This design comes from an exercise in tuning for small area on the open sky130 flow, not from production work. At most, simulation tests tie the RTL to the original design; equivalence was not proved. No functional check of the RTL was part of run 1. Power and IR drop assume default switching activity.

==> flow/design.v <==
module jic_add #(parameter W = 8) (
    input  wire [W-1:0] a,
    input  wire [W-1:0] b,
    input  wire         ci,
    output wire [W-1:0] s,
    output wire         co
);
    wire [W:0] c;
    assign c[0] = ci;
    genvar i;
    generate
        for (i = 0; i < W; i = i + 1) begin : g_bit
            assign s[i]   = a[i] ^ b[i] ^ c[i];
            assign c[i+1] = (a[i] & b[i]) | ((a[i] ^ b[i]) & c[i]);
        end
    endgenerate
    assign co = c[W];
endmodule
module jic_scale #(parameter NEG = 0) (
    input  wire [16:0] d,       
    output wire [12:0] scaled
);
    wire [18:0] x3;
    wire        co3;
    jic_add #(18) u_a3 (.a({d[16], d}), .b({d, NEG ? 1'b1 : 1'b0}), .ci(NEG ? 1'b1 : 1'b0),
                        .s(x3[17:0]), .co(co3));
    assign x3[18] = d[16];     
    wire [18:0] hi;
    wire        co25;
    jic_add #(19) u_a25 (.a(x3), .b({{5{d[16]}}, d[16:3]}), .ci(NEG ? 1'b1 : 1'b0),
                         .s(hi), .co(co25));
    wire [12:0] h = hi[18:6];
    wire [12:0] tr;
    wire        cot;
    wire        dz;
    generate
        if (NEG) begin : g_neg
            wire c = ~d[16] & ~(&d[8:0]);
            wire [12:0] g;      
            jic_add #(13) u_dec (.a(h), .b({13{c}}), .ci(1'b0), .s(g), .co(cot));
            assign dz = (g[12:3] == 10'd0 && !(g[2] & g[1])) ||
                        (g[12:3] == 10'h3FF && (g[2] | g[1] | g[0]));
            assign scaled = ~(g | {13{dz}});
        end else begin : g_pos
            wire c = d[16] & (|d[8:0]);
            jic_add #(13) u_inc (.a(h), .b(13'd0), .ci(c), .s(tr), .co(cot));
            assign dz = (tr[12:3] == 10'd0 && tr[2:0] != 3'd7) ||
                        (tr[12:3] == 10'h3FF && (tr[2] | tr[1]));
            assign scaled = dz ? 13'd0 : tr;
        end
    endgenerate
endmodule
module jic_dec (
    input  wire [11:0] m,
    input  wire [1:0]  j,
    output reg  [3:0]  digit
);
    function [3:0] a3;
        input [3:0] x;
        case (x)
            4'd5: a3 = 4'd8;
            4'd6: a3 = 4'd9;
            4'd7: a3 = 4'd10;
            4'd8: a3 = 4'd11;
            4'd9: a3 = 4'd12;
            default: a3 = x;
        endcase
    endfunction
    reg [15:0] bcd;
    integer k;
    always @* begin
        bcd = 16'd0;
        for (k = 11; k >= 0; k = k - 1) begin
            bcd[3:0]   = a3(bcd[3:0]);
            bcd[7:4]   = a3(bcd[7:4]);
            bcd[11:8]  = a3(bcd[11:8]);
            bcd = {bcd[14:0], m[k]};
        end
        case (j)
            2'd0: digit = bcd[3:0];
            2'd1: digit = bcd[7:4];
            2'd2: digit = bcd[11:8];
            default: digit = bcd[15:12];
        endcase
    end
endmodule
module jic_render (
    input  wire [7:0]  btn,
    input  wire [12:0] v0,
    input  wire [12:0] v1,
    input  wire [12:0] v2,
    input  wire [12:0] v3,
    input  wire [5:0]  a,
    output reg  [7:0]  q,
    output wire [5:0]  len
);
    function ge12;
        input [11:0] x;
        input [11:0] k;
        integer i;
        reg g;
        begin
            g = 1'b1;
            for (i = 0; i < 12; i = i + 1)
                g = k[i] ? (x[i] & g) : (x[i] | g);
            ge12 = g;
        end
    endfunction
    function [2:0] flen;
        input [12:0] v;
        reg n, ge10, ge100, ge1000;
        reg [1:0] nd;     
        begin
            n      = v[12];
            ge10   = n ? ~ge12(v[11:0], 12'd4087) : ge12(v[11:0], 12'd10);
            ge100  = n ? ~ge12(v[11:0], 12'd3997) : ge12(v[11:0], 12'd100);
            ge1000 = n ? ~ge12(v[11:0], 12'd3097) : ge12(v[11:0], 12'd1000);
            nd     = {ge100, (ge10 & ~ge100) | ge1000};
            flen   = {nd[1] & (nd[0] | n), nd[1] ^ (nd[0] | n), ~(nd[0] ^ n)};
        end
    endfunction
    wire [2:0] l0 = flen(v0), l1 = flen(v1), l2 = flen(v2), l3 = flen(v3);
    wire [3:0] s01, s23;
    wire [4:0] sl;
    wire [5:0] len1;
    wire [3:0] co;
    jic_add #(3) u_s01 (.a(l0), .b(l1), .ci(1'b0), .s(s01[2:0]), .co(s01[3]));
    jic_add #(3) u_s23 (.a(l2), .b(l3), .ci(1'b0), .s(s23[2:0]), .co(s23[3]));
    jic_add #(4) u_sl  (.a(s01), .b(s23), .ci(1'b0), .s(sl[3:0]), .co(sl[4]));
    jic_add #(6) u_len (.a({1'b0, sl}), .b(6'd17), .ci(1'b0), .s(len), .co(co[0]));
    wire [5:0] b0, x0, x1, x2, x3;
    wire [4:0] cx;
    jic_add #(6) u_b0 (.a(6'd14), .b({3'd0, l0}), .ci(1'b0), .s(b0), .co(cx[4]));
    jic_add #(6) u_x0 (.a(~a), .b(b0), .ci(1'b0), .s(x0), .co(cx[0]));
    jic_add #(6) u_x1 (.a(x0), .b({3'd0, l1}), .ci(1'b1), .s(x1), .co(cx[1]));
    jic_add #(6) u_x2 (.a(x1), .b({3'd0, l2}), .ci(1'b1), .s(x2), .co(cx[2]));
    jic_add #(6) u_x3 (.a(x2), .b({3'd0, l3}), .ci(1'b1), .s(x3), .co(cx[3]));
    wire [3:0] ok = {~x3[5], ~x2[5], ~x1[5], ~x0[5]};
    wire [5:0] k0 = x0, k1 = x1, k2 = x2, k3 = x3;
    reg  [12:0] vs;
    reg  [2:0]  ls;
    reg  [2:0]  k;
    reg         last;
    always @* begin
        if (ok[0])      begin vs = v0; ls = l0; k = k0[2:0]; last = 1'b0; end
        else if (ok[1]) begin vs = v1; ls = l1; k = k1[2:0]; last = 1'b0; end
        else if (ok[2]) begin vs = v2; ls = l2; k = k2[2:0]; last = 1'b0; end
        else            begin vs = v3; ls = l3; k = k3[2:0]; last = 1'b1; end
    end
    wire [11:0] m;
    wire        com;
    jic_add #(12) u_abs (.a(vs[11:0] ^ {12{vs[12]}}), .b(12'd0), .ci(vs[12]), .s(m), .co(com));
    wire [1:0]  j = {k[1] ^ ~k[0], ~k[0]};    
    wire [3:0]  dg;
    jic_dec u_dec (.m(m), .j(j), .digit(dg));
    wire hdr = ~a[5] & ~a[4] & ~(a[3] & a[2] & (a[1] | a[0]));    
    always @* begin
        if (hdr) begin
            case (a[3:0])
                4'd0:  q = 8'h42;
                4'd1:  q = 8'h3A;
                4'd10: q = 8'h2C;
                4'd11: q = 8'h41;
                4'd12: q = 8'h3A;
                4'd2:  q = {7'h18, btn[0]};
                4'd3:  q = {7'h18, btn[1]};
                4'd4:  q = {7'h18, btn[2]};
                4'd5:  q = {7'h18, btn[3]};
                4'd6:  q = {7'h18, btn[4]};
                4'd7:  q = {7'h18, btn[5]};
                4'd8:  q = {7'h18, btn[6]};
                default: q = {7'h18, btn[7]};
            endcase
        end else if (k == 3'd0) begin
            q = last ? 8'h0A : 8'h2C;
        end else if (vs[12] && k == ls) begin
            q = 8'h2D;
        end else begin
            q = {4'h3, dg};
        end
    end
endmodule
module jic (
    input  wire        clk,
    input  wire        rst,
    input  wire [7:0]  btn_edge,
    input  wire        tick,
    input  wire [7:0]  pin,
    input  wire        conv_done,
    input  wire [15:0] raw0,
    input  wire [15:0] raw1,
    input  wire [15:0] raw2,
    input  wire [15:0] raw3,
    input  wire        tx_done,
    input  wire        plat_fault,
    input  wire [5:0]  tx_raddr,
    output reg         conv_start,
    output reg         tx_start,
    output wire [5:0]  tx_len,
    output wire [7:0]  tx_rdata,
    output wire        tx_busy,
    output wire [7:0]  frame_btn,
    output wire [15:0] frame_ax0,
    output wire [15:0] frame_ax1,
    output wire [15:0] frame_ax2,
    output wire [15:0] frame_ax3,
    output wire        frame_valid,
    output wire        halted
);
    reg         mode_q;             
    reg         div_q;              
    reg         halted_q;
    reg  [7:0]  edge_pending_q;
    reg  [3:0]  deb_q [0:7];
    reg  [7:0]  stable_q;
    reg  [4:0]  cnt_q;              
    reg  [3:0]  rp_q;               
    reg  [7:0]  btn_snap_q;
    reg         conv_busy_q;
    reg  [20:0] acc_q [0:3];        
    reg         frame_valid_q;
    reg  [7:0]  frame_btn_q;
    reg  [12:0] frame_ax_q [0:3];
    reg  [7:0]  pkt_btn_q;
    reg  [12:0] pkt_ax_q [0:3];
    reg         tx_busy_q;
    wire [15:0] raw [0:3];
    assign raw[0] = raw0;
    assign raw[1] = raw1;
    assign raw[2] = raw2;
    assign raw[3] = raw3;
    wire active = !halted_q && !plat_fault;
    wire [12:0] ch_scaled [0:3];
    wire [20:0] acc_sum   [0:3];
    wire [20:0] acc_div   [0:3];
    genvar g;
    generate
        for (g = 0; g < 4; g = g + 1) begin : g_ch
            localparam NEG = (g == 1 || g == 2);
            wire        cin = NEG ? 1'b0 : mode_q;
            wire        c16, c21;
            wire [15:0] lo;
            wire [4:0]  hi;
            jic_add #(16) u_add (.a(raw[g]), .b(acc_q[g][15:0]), .ci(cin), .s(lo), .co(c16));
            jic_add #(5)  u_inc (.a(acc_q[g][20:16]), .b(5'd0), .ci(c16), .s(hi), .co(c21));
            assign acc_sum[g] = {hi, lo};
            wire [16:0] d   = {~c16, lo};
            jic_scale #(.NEG(NEG)) u_scale (.d(d), .scaled(ch_scaled[g]));
            wire [5:0] r  = {acc_q[g][20:16], acc_q[g][15]};
            wire       qb = r[5] | (r[4] & (r[3] | r[2]));    
            wire [5:0] rs;
            wire       cs;
            jic_add #(6) u_sub (.a(r), .b(6'd44), .ci(1'b0), .s(rs), .co(cs));   
            wire [5:0] rn = qb ? rs : r;
            assign acc_div[g] = {rn[4:0], acc_q[g][14:0], ~qb};
        end
    endgenerate
    wire cal_conv  = active && conv_done && !mode_q;
    wire switch_en = cal_conv && (cnt_q == 5'd19);
    wire run       = mode_q || switch_en;
    wire commit    = active && conv_done && mode_q && conv_busy_q;
    wire busy_mid  = tx_busy_q && !tx_done;
    wire render    = commit && !busy_mid;
    wire run_tick  = active && tick && run;
    wire [4:0] cnt_inc;
    wire       cnt_co;
    jic_add #(5) u_cnt (.a(cnt_q), .b(5'd0), .ci(1'b1), .s(cnt_inc), .co(cnt_co));
    wire       cnt19   = (cnt_q == 5'd19);
    wire       wrap    = run_tick && !switch_en && cnt19;
    wire [4:0] cnt_n   = switch_en ? {4'd0, run_tick} :
                         (wrap ? 5'd0 : ((cal_conv || run_tick) ? cnt_inc : cnt_q));
    wire       rp_wrap = (rp_q == 4'd4);
    wire [3:0] rp_inc;
    wire       rp_co;
    jic_add #(4) u_rp (.a(rp_q), .b(4'd0), .ci(1'b1), .s(rp_inc), .co(rp_co));
    wire       repoll  = wrap && rp_wrap;
    wire       div_step = mode_q && div_q;
    localparam [3:0] DEB_LOAD = 4'b0001;
    localparam [3:0] DEB_LAST = 4'b1100;    
    reg  [3:0] deb_n [0:7];
    reg  [7:0] stable_n;
    reg        last, idle;
    integer i;
    always @* begin
        for (i = 0; i < 8; i = i + 1) begin
            deb_n[i]    = deb_q[i];
            stable_n[i] = stable_q[i];
            last = (deb_q[i] == DEB_LAST);
            idle = (deb_q[i] == 4'd0);
            if (run_tick) begin
                if (edge_pending_q[i]) begin
                    deb_n[i] = DEB_LOAD;
                end else begin
                    deb_n[i] = {deb_q[i][2] & ~last, deb_q[i][1:0], deb_q[i][3] ^ deb_q[i][2]};
                    if (last || (idle && repoll))
                        stable_n[i] = ~pin[i];
                end
            end
        end
    end
    integer c;
    always @(posedge clk) begin
        if (rst) begin
            mode_q         <= 1'b0;
            halted_q       <= 1'b0;
            edge_pending_q <= 8'd0;
            for (i = 0; i < 8; i = i + 1)
                deb_q[i] <= 4'd0;
            stable_q       <= 8'd0;
            cnt_q          <= 5'd0;
            rp_q           <= 4'd0;
            conv_busy_q    <= 1'b0;
            for (c = 0; c < 4; c = c + 1)
                acc_q[c] <= 21'd0;
            frame_valid_q  <= 1'b0;
            tx_busy_q      <= 1'b0;
            conv_start     <= 1'b0;
            tx_start       <= 1'b0;
        end else begin
            if (plat_fault)
                halted_q <= 1'b1;
            if (switch_en) begin
                mode_q <= 1'b1;
                div_q  <= 1'b1;
            end
            if (active) begin
                edge_pending_q <= run_tick ? btn_edge : (edge_pending_q | btn_edge);
                for (i = 0; i < 8; i = i + 1)
                    deb_q[i] <= deb_n[i];
                stable_q <= stable_n;
                cnt_q    <= cnt_n;
                if (tx_done)
                    tx_busy_q <= 1'b0;
                if (commit)
                    frame_valid_q <= 1'b1;
                if (render)
                    tx_busy_q <= 1'b1;
                if (wrap)
                    conv_busy_q <= 1'b1;
                else if (commit)
                    conv_busy_q <= 1'b0;
            end
            if (div_step) begin
                rp_q <= rp_inc;
                if (rp_q == 4'd15)
                    div_q <= 1'b0;
            end else if (active && wrap) begin
                rp_q <= rp_wrap ? 4'd0 : rp_inc;
            end
            for (c = 0; c < 4; c = c + 1) begin
                if (cal_conv)
                    acc_q[c] <= acc_sum[c];
                else if (div_step)
                    acc_q[c] <= acc_div[c];
            end
            conv_start <= active && wrap;
            tx_start   <= render;
        end
    end
    always @(posedge clk) begin
        if (!rst) begin
            if (active && wrap)
                btn_snap_q <= stable_n;
            if (commit) begin
                frame_btn_q   <= btn_snap_q;
                frame_ax_q[0] <= ch_scaled[1];
                frame_ax_q[1] <= ch_scaled[0];
                frame_ax_q[2] <= ch_scaled[3];
                frame_ax_q[3] <= ch_scaled[2];
            end
            if (render) begin
                pkt_btn_q   <= btn_snap_q;
                pkt_ax_q[0] <= ch_scaled[1];
                pkt_ax_q[1] <= ch_scaled[0];
                pkt_ax_q[2] <= ch_scaled[3];
                pkt_ax_q[3] <= ch_scaled[2];
            end
        end
    end
    jic_render u_render (
        .btn (pkt_btn_q),
        .v0  (pkt_ax_q[0]),
        .v1  (pkt_ax_q[1]),
        .v2  (pkt_ax_q[2]),
        .v3  (pkt_ax_q[3]),
        .a   (tx_raddr),
        .q   (tx_rdata),
        .len (tx_len)
    );
    assign tx_busy     = tx_busy_q;
    assign frame_btn   = frame_btn_q;
    assign frame_ax0   = {{3{frame_ax_q[0][12]}}, frame_ax_q[0]};
    assign frame_ax1   = {{3{frame_ax_q[1][12]}}, frame_ax_q[1]};
    assign frame_ax2   = {{3{frame_ax_q[2][12]}}, frame_ax_q[2]};
    assign frame_ax3   = {{3{frame_ax_q[3][12]}}, frame_ax_q[3]};
    assign frame_valid = frame_valid_q;
    assign halted      = halted_q;
endmodule
==> flow/flow/run.sh <==
#!/bin/bash
# Layout flow: the standard synthesis, its combinational logic re-mapped for
# area (registers untouched), then the standard layout steps with the
# smallest buffer cell on the ports and a clock tree without dummy loads.
set -uo pipefail
HERE=$(cd "$(dirname "$0")" && pwd)
export BUFFER_PORTS_ARGS="-buffer_cell sky130_fd_sc_hd__buf_1"
export CTS_ARGS="-sink_clustering_enable -repair_clock_nets -dont_use_dummy_load -buf_list {sky130_fd_sc_hd__clkbuf_4 sky130_fd_sc_hd__clkbuf_8} -sink_clustering_size 12 -sink_clustering_max_diameter 300"

bash standard.sh synth > standard_synth.log 2>&1 || { tail -20 standard_synth.log; exit 1; }

RES=$PWD/orfs/results/$FLOW_PLATFORM/jic/base
LOGS=$PWD/orfs/logs/$FLOW_PLATFORM/jic/base
LIB=$FLOW_HOME/platforms/$FLOW_PLATFORM/lib/sky130_fd_sc_hd__tt_025C_1v80.lib
DU=$(grep -o -- "-dont_use [^ ]*" $LOGS/1_2_yosys.log | sort -u | tr '\n' ' ')
cp $RES/1_2_yosys.v standard_1_2_yosys.v
if bash $HERE/resyn.sh standard_1_2_yosys.v resyn_1_2_yosys.v "$LIB" "$DU" > resyn.log 2>&1; then
  # keep the result only if it has the same registers
  regs() { grep -oE "sky130_fd_sc_hd__e?dfxtp_[0-9] +[^ (]+" "$1" | sort; }
  if [[ -s resyn_1_2_yosys.v ]] && diff <(regs standard_1_2_yosys.v) <(regs resyn_1_2_yosys.v) > resyn_regs.diff; then
    cp resyn_1_2_yosys.v $RES/1_2_yosys.v
    rm -f $RES/1_synth.odb $RES/1_synth.sdc
    echo "re-mapped netlist in use" >> resyn.log
  else
    echo "register mismatch: standard netlist kept" >> resyn.log
  fi
else
  echo "re-map failed: standard netlist kept" >> resyn.log
fi

bash standard.sh > standard.log 2>&1
status=$?
tail -20 standard.log
exit $status
==> flow/flow/lib2v.py <==
# Generate Verilog models of the combinational cells of a liberty file
# (used to re-optimize a mapped netlist), and blackbox stubs of the rest.
import re, sys
lib = open(sys.argv[1]).read()
comb = open(sys.argv[2], 'w'); bb = open(sys.argv[3], 'w')
def conv(f):
    f = f.strip().strip('"')
    f = re.sub(r'\s*\+\s*', ' | ', f)
    f = re.sub(r'\s*\*\s*', ' & ', f)
    f = f.replace('!', '~')
    # implicit AND: identifiers or ) separated by spaces
    f = re.sub(r'([A-Za-z0-9_\)])\s+(?=[A-Za-z0-9_~\(])', r'\1 & ', f)
    return f
# split cells
for m in re.finditer(r'\n\s*cell\s*\(\s*"?(\w+)"?\s*\)\s*\{', lib):
    name = m.group(1)
    start = m.end(); depth = 1; i = start
    while depth:
        c = lib[i]
        if c == '{': depth += 1
        elif c == '}': depth -= 1
        i += 1
    body = lib[start:i]
    pins = []
    for pm in re.finditer(r'\n\s*pin\s*\(\s*"?(\w+)"?\s*\)\s*\{', body):
        ps = pm.end(); d = 1; j = ps
        while d:
            c = body[j]
            if c == '{': d += 1
            elif c == '}': d -= 1
            j += 1
        pb = body[ps:j]
        dirm = re.search(r'direction\s*:\s*"?(\w+)"?', pb)
        fm = re.search(r'\bfunction\s*:\s*"([^"]*)"', pb)
        pins.append((pm.group(1), dirm.group(1) if dirm else None, fm.group(1) if fm else None))
    seq = re.search(r'\b(ff|latch|statetable)\s*\(', body) is not None
    ins = [p for p, d, f in pins if d == 'input']
    outs = [(p, f) for p, d, f in pins if d == 'output']
    ports = ', '.join([f'input {p}' for p in ins] + [f'output {p}' for p, f in outs])
    if seq or not outs or any(f is None for p, f in outs):
        bb.write(f'(* blackbox *) module {name}({ports}); endmodule\n')
    else:
        comb.write(f'module {name}({ports});\n')
        for p, f in outs:
            comb.write(f'  assign {p} = {conv(f)};\n')
        comb.write('endmodule\n')
==> flow/flow/resyn.abc <==
strash
ifraig
dc2
dch -f
amap
strash
dch -f
amap
topo
==> flow/flow/resyn.sh <==
#!/bin/bash
# Re-map the combinational logic of the standard synthesis netlist with a
# stronger area-oriented ABC script. Registers (instances, names, cell types)
# are kept as they are: they are read as black boxes.
#   resyn.sh IN.v OUT.v LIBERTY DONT_USE_LIST
set -euo pipefail
IN=$1; OUT=$2; LIB=$3; DU=$4
HERE=$(cd "$(dirname "$0")" && pwd)
python3 "$HERE/lib2v.py" "$LIB" resyn_comb.v resyn_bb.v
yosys -l resyn_yosys.log -p "
  read_verilog -lib resyn_bb.v
  read_verilog resyn_comb.v
  read_verilog $IN
  hierarchy -top $FLOW_TOP
  flatten
  techmap
  opt -fast
  opt_clean -purge
  abc -liberty $LIB $DU -script $HERE/resyn.abc
  opt_clean -purge
  hilomap -singleton -hicell sky130_fd_sc_hd__conb_1 HI -locell sky130_fd_sc_hd__conb_1 LO
  splitnets
  opt_clean -purge
  insbuf -buf sky130_fd_sc_hd__buf_4 A X
  tee -o resyn_stat.txt stat -liberty $LIB
  write_verilog -noattr -noexpr -nohex -nodec $OUT
" > /dev/null
==> flow/standard.sh <==
#!/bin/bash
# synth_recipe.tcl (not shown) runs the flow's synth.tcl, then flattens the netlist and writes it again
# the make line also repeats each setting of config.mk as NAME=value (left out here)
make -C /OpenROAD-flow-scripts/flow DESIGN_CONFIG=/design/flow/config.mk WORK_HOME=/design/flow/orfs CLKGATE_MAP_FILE= SYNTH_SCRIPT=/design/flow/synth_recipe.tcl "${@:-finish}"
==> flow/config.mk <==
export PLATFORM = sky130hd
export DESIGN_NAME = jic
export DESIGN_NICKNAME = jic
export VERILOG_FILES = /design/flow/design.v
export SDC_FILE = /design/flow/constraint.sdc
export NUM_CORES = 4
export LEC_CHECK = 0
export ABC_AREA = 1
export CAP_MARGIN = 20
export CORE_MARGIN = 2
export CORE_UTILIZATION = 60
export SLEW_MARGIN = 20
==> flow/constraint.sdc <==
create_clock -name core_clock -period 32.0 [get_ports {clk}]
set_input_delay 6.4000 -clock core_clock [delete_from_list [all_inputs] [get_ports {clk}]]
set_output_delay 6.4000 -clock core_clock [all_outputs]
set_load 0.01 [all_outputs]
==> notes.md, run 1 <==
outcome=complete, no violations; Layout Cells excl Fill=3460; Hold Crit Start=btn_snap_q[0]; max incr delay on CP=0.65 ns; Core Rows=65; routed wl met2=22.7 mm; Resized Gates After CTS=0; dpl hpwl=36.6 mm; Cell Area, Synth=19000 um2; CTS tree=done; Pins Over Slew Limit=0; Routed WL per cell=14.2 um; met3 wire len=3.20 mm; Critical Path RT=25.60 ns; Crit-path slowest cell=o22ai_1; Placed Area=20200 um2; DR DRC count=0; Post-Place Worst Slack=7.37 ns; Top Ports=183; clock root cell=clkbuf_8; Mapped Cells=2854; critical path class=in2out; layout cell share with drive strength beyond 1=0.0147; cts hold-fix bufs=0; # diodes=0; Max Clock Skew=0.0662 ns; largest net degree at the start of global routing=89; CTS H-tree lvls=1; initial antenna violation count=0; Mapped Nets=2946; Hold WC Path Type=reg2reg; P per Cell Area=53.9 nW/um2; Setup Fix Bufs, Post-CTS=0; M1 WL=22.2 mm; FF-to-FF End=frame_ax_q[1][12]; Clock Latency Late Sink=0.61 ns; Synth warnings=13; Area Overhead vs Synth=8.16%; Detail Route Antenna Nets=0; maxcap violations=0; Final Hold Vio Count=0; Core Footprint=31400 um2; Design Area, Final=20600 um2; final worst path period share=0.779; Worst Slack Setup Final=7.08 ns; starting density of the core=0.606; Final Hold Slack=0.453 ns; Die X=182 um; first-pass GRT wire length=80.6 mm; Num CTS Buffers=27; final setup violation count=0; vias per inst=5.78; RSZ-0062 raised after global routing=false; crit end category=output pin; number of global-route vias before repair=17632; number of port buffers=181; Crit path top cell by count=clkinv_1; Layout Nets=3152; slew margin rel.=0.301; Leak Pwr=7.14 nW; vias=20000; Max clock buf depth=3; DIE HEIGHT=182 um; DP Cell Count=3433; Reg clk slew, reported paths=0.08 ns; FF-to-FF setup slack=23.43 ns; Worst Hold End=frame_btn_q[0]; Min Clock Period, post-route=24.92 ns; syn_area_per_cell=6.67 um2; reg2reg path depth=52; Startpoint Class=primary input; worst flop-to-flop path startpoint=mode_q; Crit. Startpoint=tx_raddr[0]; Initial DRT Pass Iterations=6; setup TNS=0 ns; worst-path fanout max=25; DR iter-0 viols=1401; CTS sink cnt=277; Worst VDD drop=0.0513 mV; GP Congestion=0.927; Slew @ Worst Pin=1.05 ns; Achievable Freq=0.0401 GHz; global route overflow=0; die area=33200 um2; GRT Overall Usage=0.288; hold path cells=0; CP arrival=18.52 ns; Max Used Layer=met4; WL final=49.1 mm
-- area by class of cell --
type,instances,area (um2)
Multi-Input combinational cell,2304,11100
Fill cell,2803,10800
Sequential cell,277,6840
Inverter,257,965
Timing Repair Buffer,193,773
Tap cell,402,503
Clock buffer,27,372
-- how the worst max path moves through the flow --
| stage | endpoint | slack, ns |
|---|---|---|
| 2_1_floorplan | tx_rdata[1] | 7.98 |
| 5_1_grt | tx_rdata[1] | 5.24 |
| 3_5_place_dp | tx_rdata[1] | 7.37 |
| 6_report | tx_rdata[1] | 7.08 |
| 4_1_cts | tx_rdata[1] | 7.29 |
| 3_3_place_gp | tx_rdata[1] | 8.09 |
-- cells in the final DEF (no fill, tap or decap), types with 31 or more instances in the layout --
cell        n
nand2_1   365
o22ai_1    87
buf_1     180
o21ai_0   249
and2_0     32
clkinv_1  255
dfxtp_1   148
a21oi_1   252
nor2_1    864
nor3_1     51
nor2b_1    58
a31oi_1    51
a222oi_1   31
edfxtp_1  129
-- power by group --
group	internal, W	switching, W	leakage [nW]
clock network	0.0000748	0.000117	0.194
registers	0.000395	0.00000567	2.38
logic	0.000170	0.000347	4.57
total	0.000640	0.000470	7.14
-- state kept, by name, indices dropped and copies added, names as in the netlist --
name and cells:
conv_busy_q 1, pkt_btn_q 8, div_q 1, conv_start 1
deb_q 32, frame_valid_q 1, acc_q 84, btn_snap_q 8
pkt_ax_q 52, tx_start 1, edge_pending_q 8, halted_q 1
cnt_q 5, mode_q 1, frame_ax_q 52, tx_busy_q 1
frame_btn_q 8, stable_q 8, rp_q 4
-- metal layers --
metal  track usage  vias to the layer above
met3        0.0351                       86
li1              -                    10442
met2         0.498                      598
met1         0.383                     8874
met5             0                        -
met4        0.0745                        0
-- per-stage QoR --
| stage | util | total power [W] |
|---|---|---|
| 5_1_grt | 0.656 | 0.00120 |
| 3_5_place_dp | 0.644 | 0.000915 |
| 6_report | 0.656 | 0.00111 |
| 2_1_floorplan | - | 0.000806 |
| 3_3_place_gp | 0.644 | 0.000895 |
| 4_1_cts | 0.656 | 0.00111 |
-- critical path, delay by kind of cell --
family / cells / cell delay, ns
simple gates: 22 / 3.08
compound gates: 21 / 5.24
buf+inv: 23 / 3.79
==> run 2, diff against run 1 <==
--- a/flow/design.v
+++ b/flow/design.v
@@ -122,29 +122,35 @@
     wire [2:0] l0 = flen(v0), l1 = flen(v1), l2 = flen(v2), l3 = flen(v3);
-    wire [3:0] s01, s23;
-    wire [4:0] sl;
-    wire [5:0] len1;
-    wire [3:0] co;
-    jic_add #(3) u_s01 (.a(l0), .b(l1), .ci(1'b0), .s(s01[2:0]), .co(s01[3]));
-    jic_add #(3) u_s23 (.a(l2), .b(l3), .ci(1'b0), .s(s23[2:0]), .co(s23[3]));
-    jic_add #(4) u_sl  (.a(s01), .b(s23), .ci(1'b0), .s(sl[3:0]), .co(sl[4]));
-    jic_add #(6) u_len (.a({1'b0, sl}), .b(6'd17), .ci(1'b0), .s(len), .co(co[0]));
-    wire [5:0] b0, x0, x1, x2, x3;
-    wire [4:0] cx;
-    jic_add #(6) u_b0 (.a(6'd14), .b({3'd0, l0}), .ci(1'b0), .s(b0), .co(cx[4]));
-    jic_add #(6) u_x0 (.a(~a), .b(b0), .ci(1'b0), .s(x0), .co(cx[0]));
-    jic_add #(6) u_x1 (.a(x0), .b({3'd0, l1}), .ci(1'b1), .s(x1), .co(cx[1]));
-    jic_add #(6) u_x2 (.a(x1), .b({3'd0, l2}), .ci(1'b1), .s(x2), .co(cx[2]));
-    jic_add #(6) u_x3 (.a(x2), .b({3'd0, l3}), .ci(1'b1), .s(x3), .co(cx[3]));
-    wire [3:0] ok = {~x3[5], ~x2[5], ~x1[5], ~x0[5]};
-    wire [5:0] k0 = x0, k1 = x1, k2 = x2, k3 = x3;
+    wire [5:0] e0, e1, e2, e3;
+    wire [4:0] co;
+    jic_add #(6) u_e0 (.a(6'd12), .b({3'd0, l0}), .ci(1'b1), .s(e0), .co(co[0]));
+    jic_add #(6) u_e1 (.a(e0), .b({3'd0, l1}), .ci(1'b1), .s(e1), .co(co[1]));
+    jic_add #(6) u_e2 (.a(e1), .b({3'd0, l2}), .ci(1'b1), .s(e2), .co(co[2]));
+    jic_add #(6) u_e3 (.a(e2), .b({3'd0, l3}), .ci(1'b1), .s(e3), .co(co[3]));
+    jic_add #(6) u_len (.a(e3), .b(6'd0), .ci(1'b1), .s(len), .co(co[4]));
+    function le6;
+        input [5:0] x;
+        input [5:0] y;
+        integer i;
+        reg g;
+        begin
+            g = 1'b1;
+            for (i = 0; i < 6; i = i + 1)
+                g = (~x[i] & y[i]) | (~(x[i] ^ y[i]) & g);
+            le6 = g;
+        end
+    endfunction
+    wire in0 = le6(a, e0), in1 = le6(a, e1), in2 = le6(a, e2);
     reg  [12:0] vs;
     reg  [2:0]  ls;
-    reg  [2:0]  k;
+    reg  [2:0]  es;
     reg         last;
     always @* begin
-        if (ok[0])      begin vs = v0; ls = l0; k = k0[2:0]; last = 1'b0; end
-        else if (ok[1]) begin vs = v1; ls = l1; k = k1[2:0]; last = 1'b0; end
-        else if (ok[2]) begin vs = v2; ls = l2; k = k2[2:0]; last = 1'b0; end
-        else            begin vs = v3; ls = l3; k = k3[2:0]; last = 1'b1; end
+        if (in0)      begin vs = v0; ls = l0; es = e0[2:0]; last = 1'b0; end
+        else if (in1) begin vs = v1; ls = l1; es = e1[2:0]; last = 1'b0; end
+        else if (in2) begin vs = v2; ls = l2; es = e2[2:0]; last = 1'b0; end
+        else          begin vs = v3; ls = l3; es = e3[2:0]; last = 1'b1; end
     end
+    wire [2:0] k;
+    wire       cok;
+    jic_add #(3) u_k (.a(es), .b(~a[2:0]), .ci(1'b1), .s(k), .co(cok));
     wire [11:0] m;
==> flow/flow/resyn.abc (replaced) <==
strash
ifraig
dc2
dch -f
map -a
strash
dch -f
amap
strash
dch -f
amap
topo
==> notes.md, run 2 <==
outcome=complete, no violations; DR iter-0 viols=1543 (+10%); Buf/Inv on CP=13 (-43%); CTS sink cnt=277 (unchanged); Num CTS Buffers=27 (unchanged); largest register by flop count=acc_q; Routed WL per cell=14.6 um (+2.9%); Detail Route Antenna Nets=0 (unchanged); final setup violation count=0 (unchanged); final worst path period share=0.736 (-0.0429); Layout Nets=3067 (-2.7%); vias=19858 (-0.71%); Min Clock Period, post-route=23.55 ns (-1.37 ns); initial antenna violation count=0 (unchanged); critical path class=in2out; Top Ports=183 (unchanged); Worst VDD drop=0.0361 mV (-30%); CTS H-tree lvls=1 (unchanged); Final Hold Vio Count=0 (unchanged); crit-path leading delay family=compound AO/OA/AOI/OAI gates; clock root cell=clkbuf_8; CP arrival=17.15 ns (-1.37 ns); Resized Gates After CTS=0 (unchanged); Mapped Nets=2860 (-2.9%); Clock Latency Late Sink=0.61 ns (about the same); Core Rows=64 (-1.5%); slew margin rel.=0.369 (+0.0680); GP Congestion=0.916 (-1.1%); Setup Fix Bufs, Post-CTS=0 (unchanged); Max Clock Skew=0.0675 ns (+0.00133 ns); syn_area_per_cell=6.78 um2 (+1.7%); max incr delay on CP=0.63 ns (-0.02 ns); CTS tree=done; maxcap violations=0 (unchanged); global route overflow=0 (unchanged); cell-internal power=0.000620 W (-3.2%); Hold WC Path Type=reg2reg; FF-to-FF setup slack=23.10 ns (-0.33 ns); Area Overhead vs Synth=8.36%; Final Hold Slack=0.453 ns (-0.000435 ns); Synth warnings=13 (unchanged); # diodes=0 (unchanged); setup TNS=0 ns (unchanged); number of port buffers=181 (unchanged); first-pass GRT wire length=81.5 mm (+1.1%); switch share=0.412 (-0.0114); RSZ-0062 raised after global routing=false; Mapped Cells=2768 (-3.0%); commonest non-fill, non-tap cell in the layout=nor2_1; Achievable Freq=0.0425 GHz (+5.8%); DIE HEIGHT=181 um (-0.66%); die area=32700 um2 (-1.3%); Startpoint Class=primary input; layout cell share with drive strength beyond 1=0.0158 (+0.00109); Placed Area=20000 um2 (-1.2%); Design Area, Final=20400 um2 (-1.2%); Largest register FFs=84 (unchanged); Core Footprint=30700 um2 (-2.3%); Leak Pwr=7.09 nW (-0.79%); crit end category=output pin; worst-path fanout max=21 (-16%); Largest regs=acc_q x84, frame_ax_q x52, pkt_ax_q x52; Clock power frac=0.182 (+0.009); total chip power=0.00105 W (-5.0%); number of global-route vias before repair=17925 (+1.7%); Cell Area, Synth=18800 um2 (-1.3%); WL final=49.2 mm (+0.15%); Slew @ Worst Pin=0.944 ns (-0.105 ns); GRT Overall Usage=0.292 (+0.00385); dpl hpwl=37.0 mm (+1.1%); Pins Over Slew Limit=0 (unchanged); fin util=0.664 (+0.00763); P per Cell Area=51.8 nW/um2 (-3.9%); part of the power in registers=0.381 (+0.020); Max clock buf depth=3 (unchanged); Critical Path RT=25.60 ns (about the same); Crit-path slowest cell=clkinv_1; Die X=181 um (-0.66%); Reg clk slew, reported paths=0.08 ns (about the same); Initial DRT Pass Iterations=7 (+1); DR DRC count=0 (unchanged); largest net degree at the start of global routing=82 (-7.9%); cts hold-fix bufs=0 (unchanged); Psw=0.000434 W (-7.6%); vias per inst=5.89 (+2.0%); starting density of the core=0.612 (+0.00594); commonest cells after routing, fill and taps aside=nor2_1, a21oi_1, nand2_1, clkinv_1, o21ai_0; share of total power in combinational logic=0.437 (-0.029)
-- run 2: cell count changes in the layout (fill, tap and decap cells not counted), sizes merged, moves of 8 or more --
cell,previous run,this run
nand2,365,267
a21oi,253,288
a222oi,31,58
o22ai,87,61
a31oi,51,32
nor2b,58,43
nor4,12,25
nor2,866,854
a22oi,30,41
and2,32,21
o21ai,249,240
a211oi,25,33
nand4,5,13
-- run 2: cell type report --
class                           count  area (um2)
Sequential cell                   277        6840
Multi-Input combinational cell   2212       10900
Clock buffer                       27         372
Fill cell                        2752       10300
Tap cell                          396         495
Timing Repair Buffer              194         781
Inverter                          263         987
-- run 2: metal layers --
layer  vias to the layer above  wire (um)  track usage
li1                      10248          -            -
met1                      8962      21400        0.374
met2                       560      23500        0.517
met3                        88       2900       0.0329
met4                         0       1420       0.0871
met5                         -          0            0
-- run 2: worst register-to-register path, delay by kind of cell (launching register included) --
| kind | cells | cell delay (ns) |
|---|---|---|
| buffers and inverters | 4 | 0.89 |
| AO/OA/AOI/OAI | 19 | 4.40 |
| AND/OR/NAND/NOR | 24 | 2.79 |
| flip-flops | 1 | 0.45 |
-- run 2: worst paths after layout --
check / startpoint / to / cells past startpoint
setup / recovery: tx_raddr[1] / tx_rdata[1] / 56
hold / removal: btn_snap_q[0] / frame_btn_q[0] / 0
setup reg to reg: mode_q / pkt_ax_q[1][6] / 47
hold reg to reg: btn_snap_q[0] / frame_btn_q[0] / 0
-- run 2: metrics by stage --
stage	setup slack, ns	std cells
2_1_floorplan	9.47	2768
3_3_place_gp	9.23	3342
3_5_place_dp	8.70	3342
4_1_cts	8.67	3369
5_1_grt	7.08	3369
6_report	8.45	3369
-- run 2: power groups by stage --
| stage | logic, W | registers, W | clock network, W |
|---|---|---|---|
| after detailed placement | 0.000451 | 0.000409 | 0 |
| after CTS | 0.000454 | 0.000401 | 0.000196 |
| final | 0.000461 | 0.000401 | 0.000192 |
| after global placement | 0.000436 | 0.000409 | 0 |
| after floorplan | 0.000353 | 0.000408 | 0 |
| after global routing | 0.000528 | 0.000402 | 0.000207 |
==> run 3, diff against run 2 <==
--- a/flow/design.v
+++ b/flow/design.v
@@ -359,3 +359,5 @@
                 else if (div_step)
-                    acc_q[c] <= acc_div[c];
+                    acc_q[c][15:0] <= acc_div[c][15:0];
+                if (mode_q)
+                    acc_q[c][20:16] <= acc_div[c][20:16];
             end
--- a/flow/flow/run.sh
+++ b/flow/flow/run.sh
@@ -7,3 +7,3 @@
 export BUFFER_PORTS_ARGS="-buffer_cell sky130_fd_sc_hd__buf_1"
-export CTS_ARGS="-sink_clustering_enable -repair_clock_nets -dont_use_dummy_load -buf_list {sky130_fd_sc_hd__clkbuf_4 sky130_fd_sc_hd__clkbuf_8} -sink_clustering_size 12 -sink_clustering_max_diameter 300"
+export CTS_ARGS="-sink_clustering_enable -repair_clock_nets -dont_use_dummy_load -buf_list sky130_fd_sc_hd__clkbuf_8 -sink_clustering_size 14 -sink_clustering_max_diameter 60"
 
--- a/flow/flow/resyn.sh
+++ b/flow/flow/resyn.sh
@@ -23,3 +23,3 @@
   opt_clean -purge
-  insbuf -buf sky130_fd_sc_hd__buf_4 A X
+  insbuf -buf sky130_fd_sc_hd__buf_1 A X
   tee -o resyn_stat.txt stat -liberty $LIB
==> notes.md, run 3 <==
DR iter-0 viols=1635 (+6.0%); vias per inst=5.90 (+0.13%); vias=19920 (+0.31%); GP Congestion=0.918 (+0.19%); Max Used Layer=met4; DR DRC count=0 (unchanged); total chip power=0.00103 W (-2.1%); Largest regs=acc_q x84, frame_ax_q x52, pkt_ax_q x52; Routed WL per cell=14.8 um (+1.1%); Synth warnings=13 (unchanged); # diodes=0 (unchanged); Max Clock Skew=0.0893 ns (+0.0218 ns); starting density of the core=0.611 (-0.00155); Die X=180 um (-0.25%); Design Area, Final=20400 um2 (about the same); Min Clock Period, post-route=22.87 ns (-0.679 ns); number of port buffers=181 (unchanged); dpl hpwl=37.7 mm (+1.7%); Top Ports=183 (unchanged); M1 WL=21.7 mm (+1.5%); Largest register FFs=84 (unchanged); die area=32600 um2 (-0.50%); layout cell share with drive strength beyond 1=0.0175 (+0.00165); CP arrival=16.47 ns (-0.68 ns); Setup Fix Bufs, Post-CTS=0 (unchanged); Worst VDD drop=0.0366 mV (+1.6%); number of global-route vias before repair=18120 (+1.1%); Detail Route Antenna Nets=0 (unchanged); Worst Slack Setup Final=9.13 ns (+0.679 ns); multi-input logic area=10900 um2 (-0.10%); first-pass GRT wire length=83.6 mm (+2.6%); Core Rows=64 (unchanged); Initial DRT Pass Iterations=7 (unchanged); CTS sink cnt=277 (unchanged); GRT Overall Usage=0.301 (+0.00900); cts hold-fix bufs=0 (unchanged); RSZ-0062 raised after global routing=false; Slew @ Worst Pin=1.03 ns (+0.0815 ns); worst flop-to-flop path startpoint=acc_q[1][0]; Crit path top cell by count=clkinv_1; routed wl met2=23.6 mm (+0.48%); met3 wire len=3.37 mm (+16%); Crit-path slowest cell=o221ai_1; Mapped Nets=2860 (unchanged); Hold WC Path Type=reg2reg; Num CTS Buffers=29 (+7.4%); setup TNS=0 ns (unchanged); Placed Area=20000 um2 (-0.11%); Startpoint Class=primary input; Critical Path RT=25.60 ns (about the same); Leak Pwr=7.10 nW (+0.26%); P per Cell Area=50.7 nW/um2 (-2.2%); Achievable Freq=0.0437 GHz (+3.0%); slew margin rel.=0.309 (-0.0598); initial antenna violation count=0 (unchanged); Pins Over Slew Limit=0 (unchanged); commonest non-fill, non-tap cell in the layout=nor2_1; crit end category=output pin; largest register by flop count=acc_q; Final Hold Vio Count=0 (unchanged); syn_area_per_cell=6.75 um2 (-0.51%); Layout Nets=3073 (+0.20%); commonest cells after routing, fill and taps aside=nor2_1, a21oi_1, nand2_1, clkinv_1, o21ai_0; Max clock buf depth=3 (unchanged); Core Footprint=30600 um2 (-0.26%); outcome=complete, no violations; Mapped Cells=2768 (unchanged); Clock Latency Late Sink=0.61 ns (about the same); Crit. Startpoint=tx_raddr[0]; Area Overhead vs Synth=8.95%; global route overflow=0 (unchanged); CTS tree=done; clock root cell=clkbuf_8; worst-path fanout max=15 (-29%); WL final=49.8 mm (+1.2%); maxcap violations=0 (unchanged); filler cell count=2762 (+0.36%); largest net degree at the start of global routing=72 (-12%); CTS H-tree lvls=1 (unchanged); final setup violation count=0 (unchanged); Post-Place Worst Slack=9.26 ns (+0.562 ns); Cell Area, Synth=18700 um2 (-0.51%); Resized Gates After CTS=0 (unchanged); final worst path period share=0.715 (-0.0212); Hold Crit Start=cnt_q[4]; Reg clk slew, reported paths=0.07 ns (about the same); critical path class=in2out; Reg area=6840 um2 (unchanged); max incr delay on CP=0.71 ns (+0.08 ns); DIE HEIGHT=180 um (-0.25%)
[run 3: path summary, 6_finish.rpt]
kind,end,slack [ns],cells after the start
hold reg to reg,cnt_q[4],0.46,1
setup reg to reg,pkt_ax_q[0][9],22.74,49
setup / recovery,tx_rdata[1],9.13,44
hold / removal,cnt_q[4],0.46,1
[run 3: power breakdown]
| group | internal, W | switching, W | leakage [nW] |
|---|---|---|---|
| sequential | 0.000395 | 0.00000551 | 2.35 |
| combinational | 0.000142 | 0.000294 | 4.54 |
| clock | 0.0000800 | 0.000115 | 0.209 |
[run 3: layout make-up]
cell class / instances / share of cell area
clock buffer: 29 / 0.0196
inverter: 252 / 0.0465
multi-input combinational: 2223 / 0.534
sequential: 277 / 0.336
tap: 396 / 0.0243
timing repair buffer: 198 / 0.0398
[run 3: layer usage]
layer,global-route usage,vias up
met5,0,-
met4,0.0810,0
met3,0.0348,90
met2,0.528,633
met1,0.393,8959
li1,-,10238
[run 3: stage by stage]
stage,cells,utilization,hold WS (ns)
floorplan,2768,-,0.421
CTS,3375,0.665,0.460
global placement,3346,0.652,0.430
detailed placement,3346,0.652,0.437
global route,3375,0.665,0.484
finish,3375,0.665,0.456
[run 3: critical path, delay by kind of cell]
| kind | cells | cell delay [ns] |
|---|---|---|
| and+or+nand+nor | 12 | 1.95 |
| buffers and inverters | 13 | 2.74 |
| AOI/OAI and AO/OA | 19 | 5.38 |
==> run 4, diff against run 3 <==
--- a/flow/flow/run.sh
+++ b/flow/flow/run.sh
@@ -7,3 +7,3 @@
 export BUFFER_PORTS_ARGS="-buffer_cell sky130_fd_sc_hd__buf_1"
-export CTS_ARGS="-sink_clustering_enable -repair_clock_nets -dont_use_dummy_load -buf_list sky130_fd_sc_hd__clkbuf_8 -sink_clustering_size 14 -sink_clustering_max_diameter 60"
+export CTS_ARGS="-sink_clustering_enable -repair_clock_nets -dont_use_dummy_load -buf_list sky130_fd_sc_hd__clkbuf_16 -sink_clustering_size 28 -sink_clustering_max_diameter 100"
 
==> notes.md, run 4 <==
P per Cell Area=50.3 nW/um2 (-0.67%); Max clock buf depth=3 (unchanged); Layout Nets=3058 (-0.49%); WL final=49.4 mm (-0.85%); Core Footprint=30600 um2 (unchanged); Setup Fix Bufs, Post-CTS=0 (unchanged); vias per inst=5.88 (-0.31%); GRT Overall Usage=0.300 (-0.000596); commonest non-fill, non-tap cell in the layout=nor2_1; Mapped Cells=2768 (unchanged); Cell Area, Synth=18700 um2 (unchanged); crit end category=output pin; die area=32600 um2 (unchanged); Detail Route Antenna Nets=0 (unchanged); Slew @ Worst Pin=0.994 ns (-0.0313 ns); DR DRC count=0 (unchanged); Design Area, Final=20300 um2 (-0.24%); DIE HEIGHT=180 um (unchanged); Hold Crit Start=cnt_q[4]; FF-to-FF setup slack=22.78 ns (+0.04 ns); cts hold-fix bufs=0 (unchanged); final setup violation count=0 (unchanged); Initial DRT Pass Iterations=9 (+2); Buf/Inv on CP=13 (unchanged); Area Overhead vs Synth=8.69%; final worst path period share=0.716 (+0.00115); Hold WC Path Type=reg2reg; dpl hpwl=37.7 mm (unchanged); commonest cells after routing, fill and taps aside=nor2_1, a21oi_1, nand2_1, clkinv_1, o21ai_0; hold path cells=1 (unchanged); Max Clock Skew=0.0585 ns (-0.0308 ns); Pins Over Slew Limit=0 (unchanged); Core Rows=64 (unchanged); Startpoint Class=primary input; Min Clock Period, post-route=22.91 ns (+0.0368 ns); worst-path fanout max=15 (unchanged); Critical Path RT=25.60 ns (about the same); Mapped Nets=2860 (unchanged); Synth warnings=13 (unchanged); syn_area_per_cell=6.75 um2 (unchanged); reg2reg path depth=49 (unchanged); number of port buffers=181 (unchanged); Resized Gates After CTS=0 (unchanged); Worst VDD drop=0.0361 mV (-1.5%); RSZ-0062 raised after global routing=false; DR iter-0 viols=1833 (+12%); total chip power=0.00102 W (-0.90%); CTS H-tree lvls=1 (unchanged); Routed WL per cell=14.7 um (-0.41%); Crit-path slowest cell=o221ai_1; initial antenna violation count=0 (unchanged); starting density of the core=0.611 (unchanged); Leak Pwr=7.07 nW (-0.51%); global route overflow=0 (unchanged); FF-to-FF End=frame_ax_q[0][8]; layout cell share with drive strength beyond 1=0.0125 (-0.00497); Top Ports=183 (unchanged); maxcap violations=0 (unchanged); Crit path top cell by count=clkinv_1; Largest regs=acc_q x84, frame_ax_q x52, pkt_ax_q x52; crit-path leading delay family=compound AO/OA/AOI/OAI gates; worst flop-to-flop path startpoint=acc_q[1][0]; # diodes=0 (unchanged); slew margin rel.=0.330 (+0.0211); Die X=180 um (unchanged); max incr delay on CP=0.71 ns (about the same); Clock Latency Late Sink=0.51 ns (-0.10 ns); vias=19769 (-0.76%); critical path class=in2out; Reg clk slew, reported paths=0.11 ns (+0.04 ns); Largest register FFs=84 (unchanged); Final Hold Vio Count=0 (unchanged); first-pass GRT wire length=83.4 mm (-0.27%); number of global-route vias before repair=17992 (-0.71%); Achievable Freq=0.0437 GHz (-0.16%); fin util=0.664 (-0.00160); CP arrival=16.51 ns (+0.04 ns); CTS sink cnt=277 (unchanged); largest register by flop count=acc_q; outcome=complete, no violations; Worst Hold End=cnt_q[4]; filler cell count=2759 (-0.11%); setup TNS=0 ns (unchanged); clock root cell=clkbuf_16; Placed Area=20000 um2 (unchanged); CTS tree=done; Num CTS Buffers=14 (-52%); GP Congestion=0.918 (unchanged); largest net degree at the start of global routing=72 (unchanged)
==> run 4: power breakdown <==
group	switching, W	internal [W]	total [W]
clock network	0.000107	0.0000791	0.000186
logic	0.000294	0.000142	0.000436
registers	0.00000548	0.000394	0.000400
total	0.000406	0.000615	0.00102
==> run 4: worst reg2reg max path, delay by kind of cell, from the launching register on <==
kind / cells / cell delay [ns]
and+or+nand+nor: 22 / 2.32
buffers and inverters: 5 / 0.93
DFF: 1 / 0.33
AOI/OAI and AO/OA: 22 / 5.34
==> run 4: stage by stage <==
| stage | hold WS, ns | cells | worst slack [ns] |
|---|---|---|---|
| final | 0.465 | 3360 | 9.09 |
| after global routing | 0.482 | 3360 | 7.45 |
| after CTS | 0.461 | 3360 | 9.22 |
| after detailed placement | 0.437 | 3346 | 9.26 |
| after global placement | 0.430 | 3346 | 9.79 |
| after floorplan | 0.421 | 2768 | 10.77 |
==> run 4: cell type report <==
class                      count  area [um2]  area share
clock buffer                  14         350      0.0173
inverter                     252         946      0.0466
multi-input combinational   2223       10900       0.535
sequential                   277        6840       0.337
tap                          396         495      0.0244
timing repair buffer         198         811      0.0399
==> run 4: worst max path at each step <==
stage,startpoint,to,slack [ns],cells past startpoint
CTS,tx_raddr[0],tx_rdata[1],9.22,46
detailed placement,tx_raddr[0],tx_rdata[1],9.26,46
global route,tx_raddr[0],tx_rdata[1],7.45,44
global placement,tx_raddr[0],tx_rdata[1],9.79,48
floorplan,tx_raddr[0],tx_rdata[1],10.77,45
finish,tx_raddr[0],tx_rdata[1],9.09,44
==> run 4: routing by layer <==
metal	up-vias	track usage	wire length, um
met3	84	0.0285	3020
met2	604	0.530	23500
li1	10194	-	-
met1	8887	0.395	21600
met4	0	0.0790	1210
met5	-	0	0
==> run 5, diff against run 4 <==
--- a/flow/flow/run.sh
+++ b/flow/flow/run.sh
@@ -7,3 +7,3 @@
 export BUFFER_PORTS_ARGS="-buffer_cell sky130_fd_sc_hd__buf_1"
-export CTS_ARGS="-sink_clustering_enable -repair_clock_nets -dont_use_dummy_load -buf_list sky130_fd_sc_hd__clkbuf_16 -sink_clustering_size 28 -sink_clustering_max_diameter 100"
+export CTS_ARGS="-sink_clustering_enable -repair_clock_nets -dont_use_dummy_load -buf_list sky130_fd_sc_hd__clkbuf_4 -sink_clustering_size 8 -sink_clustering_max_diameter 60"
 
--- a/flow/config.mk
+++ b/flow/config.mk
@@ -8,5 +8,5 @@
 export ABC_AREA = 1
-export CAP_MARGIN = 20
+export CAP_MARGIN = 0
 export CORE_MARGIN = 2
 export CORE_UTILIZATION = 60
-export SLEW_MARGIN = 20
+export SLEW_MARGIN = 0
==> notes.md, run 5 <==
first-pass GRT wire length=84.2 mm (+1.0%); clock root cell=clkbuf_4; Max clock buf depth=3 (unchanged); worst-path fanout max=15 (unchanged); Mapped Cells=2768 (unchanged); DR DRC count=0 (unchanged); critical path class=in2out; number of global-route vias before repair=18199 (+1.2%); CTS sink cnt=277 (unchanged); Largest register FFs=84 (unchanged); starting density of the core=0.611 (unchanged); Clock Latency Late Sink=0.71 ns (+0.20 ns); Resized Gates After CTS=0 (unchanged); Crit-path slowest cell=o221ai_1; Leak Pwr=7.09 nW (+0.29%); CTS H-tree lvls=2 (+1); number of port buffers=181 (unchanged); vias per inst=5.89 (about the same); CP arrival=16.50 ns (about the same); crit end category=output pin; syn_area_per_cell=6.75 um2 (unchanged); Detail Route Antenna Nets=0 (unchanged); filler cell count=2777 (+0.65%); Mapped Nets=2860 (unchanged); Max Clock Skew=0.136 ns (+0.0771 ns); Die X=180 um (unchanged); Synth warnings=13 (unchanged); Core Rows=64 (unchanged); die area=32600 um2 (unchanged); cts hold-fix bufs=0 (unchanged); P per Cell Area=50.1 nW/um2 (-0.36%); Area Overhead vs Synth=8.51%; max incr delay on CP=0.72 ns (about the same); largest register by flop count=acc_q; layout cell share with drive strength beyond 1=0.0217 (+0.00924); Cell Area, Synth=18700 um2 (unchanged); Hold WC Path Type=reg2reg; slew margin rel.=0.318 (-0.0122); Pins Over Slew Limit=0 (unchanged); RSZ-0062 raised after global routing=false; Reg clk slew, reported paths=0.09 ns (-0.02 ns); Setup Fix Bufs, Post-CTS=0 (unchanged); vias=19948 (+0.91%); WL final=50.2 mm (+1.7%); commonest non-fill, non-tap cell in the layout=nor2_1; maxcap violations=0 (unchanged); Core Footprint=30600 um2 (unchanged); GRT Overall Usage=0.305 (+0.00458); final setup violation count=0 (unchanged); Top Ports=183 (unchanged); setup TNS=0 ns (unchanged); DR iter-0 viols=1817 (-0.87%); Critical Path RT=25.60 ns (about the same); Num CTS Buffers=42 (+28); Achievable Freq=0.0437 GHz (about the same); largest net degree at the start of global routing=72 (unchanged); Largest regs=acc_q x84, frame_ax_q x52, pkt_ax_q x52; Worst VDD drop=0.0293 mV (-19%); CTS tree=done; Layout Nets=3086 (+0.92%); Startpoint Class=primary input; GP Congestion=0.918 (unchanged); Final Hold Vio Count=0 (unchanged); final worst path period share=0.716 (about the same); Min Clock Period, post-route=22.90 ns (-0.00501 ns); initial antenna violation count=1 (+1); Initial DRT Pass Iterations=7 (-2); DIE HEIGHT=180 um (unchanged); fin util=0.663 (-0.00106); outcome=complete, no violations; global route overflow=0 (unchanged); commonest cells after routing, fill and taps aside=nor2_1, a21oi_1, nand2_1, clkinv_1, o21ai_0; Slew @ Worst Pin=1.01 ns (+0.0182 ns); Routed WL per cell=14.8 um (+0.78%); dpl hpwl=37.7 mm (unchanged); Crit path top cell by count=clkinv_1
==> run 5: cell count changes in the layout (fill, tap and decap cells not counted), sizes merged <==
cell    previous run  this run
clkbuf            15        43
diode              0         1
==> run 5: through the flow <==
| step | cell area (um2) | total power, W | setup slack [ns] | std cells | hold slack [ns] |
|---|---|---|---|---|---|
| 6_report | 20300 | 0.00102 | 9.10 | 3389 | 0.465 |
| 5_1_grt | 20300 | 0.00110 | 7.45 | 3389 | 0.487 |
| 4_1_cts | 20300 | 0.00101 | 9.22 | 3388 | 0.463 |
| 3_5_place_dp | 20000 | 0.000835 | 9.26 | 3346 | 0.437 |
| 3_3_place_gp | 20000 | 0.000822 | 9.79 | 3346 | 0.430 |
| 2_1_floorplan | 18700 | 0.000740 | 10.77 | 2768 | 0.421 |
==> run 5: final timing paths <==
| kind | startpoint | endpoint | slack (ns) | cells past startpoint |
|---|---|---|---|---|
| max | tx_raddr[0] | tx_rdata[1] | 9.10 | 44 |
| min | cnt_q[4] | cnt_q[4] | 0.46 | 1 |
| max reg2reg | acc_q[1][0] | pkt_ax_q[0][9] | 22.72 | 49 |
| min reg2reg | cnt_q[4] | cnt_q[4] | 0.46 | 1 |
==> run 5: area by class of cell <==
cell class / count / area [um2] / area share
diodes: 1 / 2.50 / 0.000123
repair buffers: 198 / 811 / 0.0400
multi-input cells: 2223 / 10900 / 0.536
well taps: 396 / 495 / 0.0244
inverters: 252 / 946 / 0.0467
flip-flops and latches: 277 / 6840 / 0.337
clock buffers: 42 / 315 / 0.0156
==> run 5: power breakdown <==
group	switching (W)	internal (W)	leakage (nW)	total, W
clock	0.000121	0.0000602	0.193	0.000181
combinational	0.000294	0.000142	4.54	0.000436
sequential	0.00000551	0.000394	2.35	0.000400
==> run 5: metal layers <==
metal	part of all wire	GRT usage	wire, um	up-vias
met5	0	0	0	-
met4	0.025	0.0868	1230	0
met3	0.073	0.0392	3660	95
met2	0.47	0.535	23700	668
met1	0.43	0.394	21600	8925
li1	-	-	-	10260
==> run 5: worst max-delay path, delay by kind of cell <==
family | cells | cell delay [ns]
AO/OA/AOI/OAI | 19 | 5.39
buffers and inverters | 13 | 2.74
AND/OR/NAND/NOR | 12 | 1.96
==> run 6, diff against run 5 <==
--- a/flow/config.mk
+++ b/flow/config.mk
@@ -8,5 +8,6 @@
 export ABC_AREA = 1
-export CAP_MARGIN = 0
+export CAP_MARGIN = 20
 export CORE_MARGIN = 2
 export CORE_UTILIZATION = 60
-export SLEW_MARGIN = 0
+export GPL_TIMING_DRIVEN = 0
+export SLEW_MARGIN = 20
==> notes.md, run 6 <==
DR iter-0 viols=1536 (-15%); Design Area, Final=20600 um2 (+1.5%); Layout Cells excl Fill=3405 (+0.47%); starting density of the core=0.611 (unchanged); Setup Fix Bufs, Post-CTS=0 (unchanged); WL final=49.0 mm (-2.4%); outcome=complete, no violations; Max clock buf depth=3 (unchanged); total chip power=0.00101 W (-0.14%); Hold WC Path Type=reg2reg; switch share=0.410 (-0.00269); initial antenna violation count=1 (unchanged); Core Rows=64 (unchanged); number of global-route vias before repair=18051 (-0.81%); final worst path period share=0.737 (+0.0211); Top Ports=183 (unchanged); Resized Gates After CTS=0 (unchanged); Clock power frac=0.174 (-0.004); number of port buffers=181 (unchanged); fin util=0.672 (+0.00965); global route overflow=0 (unchanged); Critical Path RT=25.60 ns (about the same); critical path class=in2out; Psw=0.000417 W (-0.79%); dpl hpwl=37.4 mm (-0.72%); Leak Pwr=7.19 nW (+1.4%); cell-internal power=0.000598 W (+0.32%); vias per inst=5.88 (-0.17%); vias=20009 (+0.31%); maxcap violations=0 (unchanged); Slew @ Worst Pin=1.08 ns (+0.0664 ns); DP Cell Count=3361 (+0.45%); Final Hold Vio Count=0 (unchanged); Cell Area, Synth=18700 um2 (unchanged); Mapped Nets=2860 (unchanged); Mapped Cells=2768 (unchanged); die area=32600 um2 (unchanged); cts hold-fix bufs=0 (unchanged); Placed Area=20200 um2 (+1.3%); setup TNS=0 ns (unchanged); Detail Route Antenna Nets=0 (unchanged); syn_area_per_cell=6.75 um2 (unchanged); Initial DRT Pass Iterations=7 (unchanged); Crit-path slowest cell=o221ai_1; DIE HEIGHT=180 um (unchanged); Core Footprint=30600 um2 (unchanged); Die X=180 um (unchanged); Crit path top cell by count=clkinv_1; slew margin rel.=0.273 (-0.0447); first-pass GRT wire length=82.3 mm (-2.3%); Synth warnings=13 (unchanged); Startpoint Class=primary input; part of the power in registers=0.394 (about the same); Largest regs=acc_q x84, frame_ax_q x52, pkt_ax_q x52; layout cell share with drive strength beyond 1=0.0233 (+0.00155); RSZ-0062 raised after global routing=false; Routed WL per cell=14.4 um (-2.9%); DR DRC count=0 (unchanged); crit end category=output pin; final setup violation count=0 (unchanged); Clock Latency Late Sink=0.67 ns (-0.04 ns); largest register by flop count=acc_q; Achievable Freq=0.0424 GHz (-2.9%); GRT Overall Usage=0.295 (-0.00956); Reg clk slew, reported paths=0.08 ns (about the same); worst-path fanout max=15 (unchanged); CTS tree=done; commonest non-fill, non-tap cell in the layout=nor2_1; share of total power in combinational logic=0.432 (+0.003); Layout Nets=3102 (+0.52%); CTS H-tree lvls=2 (unchanged); Largest register FFs=84 (unchanged); GP Congestion=0.945 (+3.0%); Min Clock Period, post-route=23.58 ns (+0.674 ns); Worst VDD drop=0.0338 mV (+15%); largest net degree at the start of global routing=41 (-43%); Pins Over Slew Limit=0 (unchanged); max incr delay on CP=0.76 ns (+0.04 ns); Max Clock Skew=0.0707 ns (-0.0649 ns); CTS sink cnt=277 (unchanged); commonest cells after routing, fill and taps aside=nor2_1, a21oi_1, nand2_1, clkinv_1, o21ai_0; clock root cell=clkbuf_4; Area Overhead vs Synth=10.1%; P per Cell Area=49.3 nW/um2 (-1.6%); CP arrival=17.18 ns (+0.68 ns); Num CTS Buffers=42 (unchanged)
## run 6: path summary, 6_finish.rpt
check                startpoint             end  slack [ns]  cells past startpoint
setup reg to reg         mode_q  pkt_ax_q[1][1]       22.49                     50
setup / recovery    tx_raddr[0]     tx_rdata[1]        8.42                     47
hold reg to reg   btn_snap_q[6]  frame_btn_q[6]        0.46                      0
hold / removal    btn_snap_q[6]  frame_btn_q[6]        0.46                      0
## run 6: final cells by class
| class | count | area, um2 |
|---|---|---|
| Multi-Input combinational cell | 2223 | 10900 |
| Fill cell | 2749 | 10000 |
| Sequential cell | 277 | 6840 |
| Timing Repair Buffer | 198 | 1020 |
| Inverter | 252 | 948 |
| Tap cell | 396 | 495 |
| Clock buffer | 42 | 315 |
| Buffer | 16 | 60.1 |
| Antenna cell | 1 | 2.50 |
## run 6: through the flow
step	setup slack [ns]	hold WS [ns]
finish	8.42	0.456
floorplan	10.77	0.421
global route	7.07	0.480
CTS	8.61	0.456
global placement	8.48	0.429
detailed placement	8.64	0.434
## run 6: critical path, delay by kind of cell
| kind | cells | cell delay [ns] |
|---|---|---|
| AO/OA/AOI/OAI | 21 | 5.60 |
| AND/OR/NAND/NOR | 14 | 2.42 |
| buffers and inverters | 12 | 2.73 |
## run 6: per-layer routing
layer  up-vias  track usage  part of all wire
li1      10338            -                 -
met1      8914        0.383              0.44
met2       650        0.507              0.47
met3       107       0.0364             0.061
met4         0        0.105             0.033
met5         -            0                 0
## run 6: power by group through the flow
stage / Sequential [W] / Clock [W] / Combinational [W]
finish: 0.000400 / 0.000176 / 0.000438
global route: 0.000401 / 0.000195 / 0.000504
CTS: 0.000400 / 0.000182 / 0.000433
detailed placement: 0.000408 / 0 / 0.000429
global placement: 0.000408 / 0 / 0.000413
floorplan: 0.000406 / 0 / 0.000334
==> run 7, diff against run 6 <==
--- a/flow/config.mk
+++ b/flow/config.mk
@@ -11,3 +11,2 @@
 export CORE_UTILIZATION = 60
-export GPL_TIMING_DRIVEN = 0
 export SLEW_MARGIN = 20
==> notes.md, run 7 <==
Cell Area, Synth=18700 um2 (unchanged); Crit-path slowest cell=o221ai_1; met2 global-route usage=0.535 (+0.0278); WL final=50.2 mm (+2.5%); Crit. Startpoint=tx_raddr[0]; Area Overhead vs Synth=8.51%; max incr delay on CP=0.72 ns (-0.04 ns); vias per inst=5.89 (+0.17%); Slew @ Worst Pin=1.01 ns (-0.0664 ns); Mapped Cells=2768 (unchanged); layout cell share with drive strength beyond 1=0.0217 (-0.00155); FF-to-FF setup slack=22.72 ns (+0.23 ns); Top Ports=183 (unchanged); Startpoint Class=primary input; Largest regs=acc_q x84, frame_ax_q x52, pkt_ax_q x52; Max clock buf depth=3 (unchanged); commonest non-fill, non-tap cell in the layout=nor2_1; Die X=180 um (unchanged); Mapped Nets=2860 (unchanged); P per Cell Area=50.1 nW/um2 (+1.6%); setup TNS=0 ns (unchanged); Worst VDD drop=0.0293 mV (-13%); hold path cells=1 (+1); CP arrival=16.50 ns (-0.68 ns); Initial DRT Pass Iterations=7 (unchanged); CTS H-tree lvls=2 (unchanged); critical path class=in2out; worst flop-to-flop path startpoint=acc_q[1][0]; Reg clk slew, reported paths=0.09 ns (about the same); Hold Crit Start=cnt_q[4]; global route overflow=0 (unchanged); final setup violation count=0 (unchanged); Design Area, Final=20300 um2 (-1.4%); filler cell count=2777 (+1.0%); Core Rows=64 (unchanged); Layout Nets=3086 (-0.52%); DR DRC count=0 (unchanged); most used routing layer=met2; number of global-route vias before repair=18199 (+0.82%); clock root cell=clkbuf_4; syn_area_per_cell=6.75 um2 (unchanged); outcome=complete, no violations; starting density of the core=0.611 (unchanged); vias=19948 (-0.30%); Critical Path RT=25.60 ns (about the same); Crit path top cell by count=clkinv_1; Largest register FFs=84 (unchanged); Detail Route Antenna Nets=0 (unchanged); GRT met1 Usage=0.394 (+0.0102); first-pass GRT wire length=84.2 mm (+2.3%); CTS tree=done; initial antenna violation count=1 (unchanged); Max Clock Skew=0.136 ns (+0.0649 ns); commonest cells after routing, fill and taps aside=nor2_1, a21oi_1, nand2_1, clkinv_1, o21ai_0; Clock Latency Late Sink=0.71 ns (+0.04 ns); reg2reg path depth=49 (-2.0%); Routed WL per cell=14.8 um (+2.9%); GRT Overall Usage=0.305 (+0.00956); Resized Gates After CTS=0 (unchanged); Num CTS Buffers=42 (unchanged); Leak Pwr=7.09 nW (-1.4%); GP Congestion=0.918 (-2.9%); DR iter-0 viols=1817 (+18%); Placed Area=20000 um2 (-1.3%); die area=32600 um2 (unchanged); final worst path period share=0.716 (-0.0211); slew margin rel.=0.318 (+0.0447); cts hold-fix bufs=0 (unchanged); Synth warnings=13 (unchanged); worst-path fanout max=15 (unchanged); largest register by flop count=acc_q; Core Footprint=30600 um2 (unchanged); Pins Over Slew Limit=0 (unchanged); dpl hpwl=37.7 mm (+0.72%); M3 GR Usage=0.0392 (+0.00283); Setup Fix Bufs, Post-CTS=0 (unchanged); CTS sink cnt=277 (unchanged); Final Hold Vio Count=0 (unchanged); number of port buffers=181 (unchanged); Min Clock Period, post-route=22.90 ns (-0.674 ns); DIE HEIGHT=180 um (unchanged); crit end category=output pin; maxcap violations=0 (unchanged); largest net degree at the start of global routing=72 (+76%); Achievable Freq=0.0437 GHz (+2.9%); Hold WC Path Type=reg2reg; RSZ-0062 raised after global routing=false
## run 7: final timing paths
check	to
worst max-delay path	tx_rdata[1]
worst min-delay path	cnt_q[4]
worst max register to register	pkt_ax_q[0][9]
worst min register to register	cnt_q[4]
## run 7: area by class of cell
type	count	area, um2	share of cell area
diodes	1	2.50	0.000123
clock buffers	42	315	0.0156
inverters	252	946	0.0467
multi-input cells	2223	10900	0.536
flip-flops and latches	277	6840	0.337
well taps	396	495	0.0244
repair buffers	198	811	0.0400
## run 7: metal layers
metal | vias up | wire length [um] | share of wire
met5 | - | 0 | 0
met4 | 0 | 1230 | 0.025
met3 | 95 | 3660 | 0.073
met2 | 668 | 23700 | 0.47
met1 | 8925 | 21600 | 0.43
li1 | 10260 | - | -
## run 7: worst max-delay path, delay by kind of cell
| family | cells | cell delay, ns |
|---|---|---|
| AOI/OAI and AO/OA | 19 | 5.39 |
| buffers and inverters | 13 | 2.74 |
| and+or+nand+nor | 12 | 1.96 |
## run 7: where the power goes
group	switching, W	leakage (nW)	internal (W)
Combinational	0.000294	4.54	0.000142
Sequential	0.00000551	2.35	0.000394
Clock	0.000121	0.193	0.0000602
## run 7: stage by stage
stage / setup WS, ns / utilization / power [W] / hold WS [ns] / instances
final: 9.10 / 0.663 / 0.00102 / 0.465 / 3389
after global routing: 7.45 / 0.663 / 0.00110 / 0.487 / 3389
after CTS: 9.22 / 0.663 / 0.00101 / 0.463 / 3388
after detailed placement: 9.26 / 0.652 / 0.000835 / 0.437 / 3346
after global placement: 9.79 / 0.652 / 0.000822 / 0.430 / 3346
after floorplan: 10.77 / - / 0.000740 / 0.421 / 2768

[afterwards: timing with drivers on the ports]
The results above use ideal ports. As a check the final layouts listed here were re-extracted and re-timed, cells and wires unchanged.
Step 1, drivers: a clkbuf_16 drives clk and a buf_2 each remaining input, both assumed.
Step 2 times the ports against the registers' clock, not the clock port: input delays grow and output delays shrink by t, the midpoint of the rising clock arrivals with the driver on.
a / b / c = ideal ports / drivers / drivers and shift; a / b = the first two.
run	shift t [ns]	setup slack, ns
run 1	0.616	7.079 / 7.052 / 7.052
run 2	0.625	8.451 / 8.422 / 8.422
run 3	0.619	9.129 / 9.106 / 9.106
run 4	0.536	9.093 / 9.070 / 9.070
run 5	0.689	9.098 / 9.074 / 9.074
run 6	0.680	8.424 / 8.401 / 8.401
run 7	0.689	9.098 / 9.074 / 9.074
After both steps setup and hold are still met in every run listed.
